Context: an optimization exercise on an open-source flow, tuned for small area. The choices shown serve that exercise and are no tape-out recipe.
Function was checked by simulation only, so behaviour that the tests miss may differ from the original.
Power and IR drop assume default switching activity.

## south
// uart_spi_seq
module uart_spi_seq (
    input  wire        clk,
    input  wire        rst,           
    input  wire        crystal,       
    input  wire [39:0] now_ns,        
    input  wire        open_req,
    input  wire        close_req,
    input  wire        push_valid,
    input  wire [7:0]  push_data,
    output wire        push_ready,
    input  wire        fmt_valid,
    input  wire [17:0] fmt_baud,
    input  wire [3:0]  fmt_wlen,
    input  wire [1:0]  fmt_par,       
    input  wire [1:0]  fmt_stop,
    input  wire        flush_req,
    input  wire        stop_tx_req,
    input  wire        start_tx_req,
    input  wire        irq,
    output wire        x_valid,
    output reg  [15:0] x_word,
    input  wire        x_done,
    input  wire        x_err,
    input  wire [15:0] x_resp,
    output reg         rx_valid,
    output reg  [7:0]  rx_char,
    output reg         rx_perr,
    output wire [1:0]  line_state,    
    output reg  [1:0]  de_state,      
    output reg  [1:0]  outcome,       
    output reg         txe,
    output reg         rxa,
    output reg         cts
);
Size: ~220 flip-flops, about 140 I/O pins, about 11000 um^2 of cells after synthesis.
clock: 10.0 ns
lec_check: 0
cap_margin: 20
core_margin: 2
core_utilization: 40
slew_margin: 20
buffer_ports_args: -buffer_cell sky130_fd_sc_hd__buf_1
cts_args: -sink_clustering_enable -repair_clock_nets -dont_use_dummy_load -buf_list sky130_fd_sc_hd__clkbuf_8 -root_buf sky130_fd_sc_hd__clkbuf_8 -sink_clustering_size 16 -sink_clustering_max_diameter 80
standard.sh (not shown) runs the stock make flow with config.mk's settings and CLKGATE_MAP_FILE= SYNTH_SCRIPT=/design/flow/synth_recipe.tcl, a recipe that flattens the netlist after the stock synthesis.
==> flow/flow/run.sh <==
#!/bin/bash
# Layout flow: the standard flow (standard.sh) with these changes:
#  - synthesis maps the logic with an area-oriented ABC script (abc_area.script
#    here, used in place of ORFS's abc_speed.script; it leaves gate sizing and
#    buffering to the layout's repair steps);
#    everything else in synthesis (synth_recipe.tcl: registers, flattening,
#    renaming) is unchanged;
#  - each port gets its buffer from the smallest buffer cell;
#  - the clock tree is built from clkbuf_8 cells over sink clusters of at most
#    16 flip-flops (flip-flop clock-pin slew stays near 110 ps), with no
#    dummy loads.
# Each tool's output goes to a log file in this folder.
set -euo pipefail
here=$(pwd)
rm -rf scripts_local
cp -r "$FLOW_HOME/scripts" scripts_local
cp flow/abc_area.script scripts_local/abc_speed.script
cat >> config.mk <<EOC
export BUFFER_PORTS_ARGS = -buffer_cell sky130_fd_sc_hd__buf_1
export CTS_ARGS = -sink_clustering_enable -repair_clock_nets -dont_use_dummy_load -buf_list sky130_fd_sc_hd__clkbuf_8 -root_buf sky130_fd_sc_hd__clkbuf_8 -sink_clustering_size 16 -sink_clustering_max_diameter 80
EOC
SCRIPTS_DIR="$here/scripts_local" bash standard.sh synth > synth.log 2>&1
bash standard.sh > layout.log 2>&1
rm -rf scripts_local
==> flow/flow/abc_area.script <==
&get -n
&st
&deepsyn -T 60
&nf -R 1000
&put
topo
stime -c
What north does differently from south at the input level:
-- flow/design.v --
<<< south, line 120
        extra_bits = {1'b0, !f_w7(f)} + {1'b0, f_pe(f)} + {1'b0, f_st2(f)};
    endfunction
    function less_n (input [39:0] a, input [39:0] nb);
        integer i;
        reg     c;
        begin
            c = 1'b1;
            for (i = 0; i < 40; i = i + 1)
                c = (a[i] & nb[i]) | (a[i] & c) | (nb[i] & c);
            less_n = !c;
        end
    endfunction
>>> north, line 120
        extra_bits = {1'b0, !f_w7(f)} + {1'b0, f_pe(f)} + {1'b0, f_st2(f)};
    endfunction
    function less (input [39:0] a, input [39:0] b);
        integer i;
        begin
            less = 1'b0;
            for (i = 0; i < 40; i = i + 1)
                less = (!a[i] & b[i]) | (!a[i] & less) | (b[i] & less);
        end
    endfunction
<<< south, line 157
    reg [7:0]  fmt;             
    reg [7:0]  pfmt;            
    reg [39:0] ndl;             
    reg        dv;              
    reg        os_v;            
>>> north, line 155
    reg [7:0]  fmt;             
    reg [7:0]  pfmt;            
    reg [39:0] dl;              
    reg        dv;              
    reg        os_v;            
<<< south, line 168
    wire       q_empty = (cnt == 4'd0);
    wire       accept  = !exited && !f_stop;
    wire       lt      = dv && less_n(now_ns, ndl);
    assign push_ready = accept && (cnt != 4'd15);
    assign x_valid    = st[3];
>>> north, line 166
    wire       q_empty = (cnt == 4'd0);
    wire       accept  = !exited && !f_stop;
    wire       lt      = dv && less(now_ns, dl);
    assign push_ready = accept && (cnt != 4'd15);
    assign x_valid    = st[3];
<<< south, line 209
    reg [2:0]  drain_k_n;
    reg [7:0]  stg_n, fmt_n, pfmt_n;
    reg [39:0] ndl_n;
    reg        dv_n, os_v_n, active_n;
    reg        f_cfg_n, f_dis_n, f_tr_n, f_txs_n, f_stop_n, f_fls_n;
>>> north, line 207
    reg [2:0]  drain_k_n;
    reg [7:0]  stg_n, fmt_n, pfmt_n;
    reg [39:0] dl_n;
    reg        dv_n, os_v_n, active_n;
    reg        f_cfg_n, f_dis_n, f_tr_n, f_txs_n, f_stop_n, f_fls_n;
<<< south, line 224
        fmt_n      = fmt;
        pfmt_n     = pfmt;
        ndl_n      = ndl;
        dv_n       = dv;
        os_v_n     = os_v;
>>> north, line 222
        fmt_n      = fmt;
        pfmt_n     = pfmt;
        dl_n       = dl;
        dv_n       = dv;
        os_v_n     = os_v;
<<< south, line 246
        cts_n      = cts;
        if (st == S_TXA)
            ndl_n = ndl - {14'd0, hold_rom({f_rate(fmt), extra_bits(fmt)})};    
        case (st)
            S_PARKED: begin
>>> north, line 244
        cts_n      = cts;
        if (st == S_TXA)
            dl_n = dl + {14'd0, hold_rom({f_rate(fmt), extra_bits(fmt)})};
        case (st)
            S_PARKED: begin
<<< south, line 377
                                f_dis_n = 1'b0;
                                if (!lt)
                                    ndl_n = ~now_ns;
                                dv_n    = 1'b1;
                                st_n    = S_TXA;
>>> north, line 375
                                f_dis_n = 1'b0;
                                if (!lt)
                                    dl_n = now_ns;
                                dv_n    = 1'b1;
                                st_n    = S_TXA;
<<< south, line 437
        drain_k <= drain_k_n;
        pfmt    <= pfmt_n;
        ndl     <= ndl_n;
        txstop  <= txstop_n;
        wake    <= wake_n;
>>> north, line 435
        drain_k <= drain_k_n;
        pfmt    <= pfmt_n;
        dl      <= dl_n;
        txstop  <= txstop_n;
        wake    <= wake_n;
Results
Higher synthesized cell count among south and north: north. Between south and north, the difference in fraction of area in registers is negligible. north: met2 track demand over resource in global routing 1.5 points below south. Summary of north over south: design area ~0 delta; share of the synthesized netlist area taken by xor and xnor gates comparable; global-route track usage on met3 now smaller; power has increased; post-route DRC violation count roughly the same. Reported for south and north, number of ports placed on the die boundary turned out identical to the last digit. Taking south as the reference, in north cell depth of the worst setup path went up 31%; number of distinct library cells after synthesis moved up.

==> re-timing with driven ports <==
In the flow no input, the clock included, has a driving cell. The finished layouts below were timed again as built, in two steps.
Step 1, drivers: a clkbuf_16 drives clk and a buf_2 each remaining input, both assumed.
Step 2 adds t to the input delays and takes it off the output delays; t is the mean of the earliest and latest rising clock arrival at the registers after step 1. Input paths then give back, and output paths get back, about the clock's delay inside the block.
Slacks: ideal ports / drivers / drivers and shift; pairs: ideal ports / drivers.
run	t, ns	setup WS [ns]	worst hold slack (ns)
south	0.557	0.719 / 0.719 / 0.719	0.435 / 0.435 / 0.435
north	0.562	0.918 / 0.918 / 0.918	0.427 / 0.427 / 0.427
After both steps every run listed still meets setup and hold.
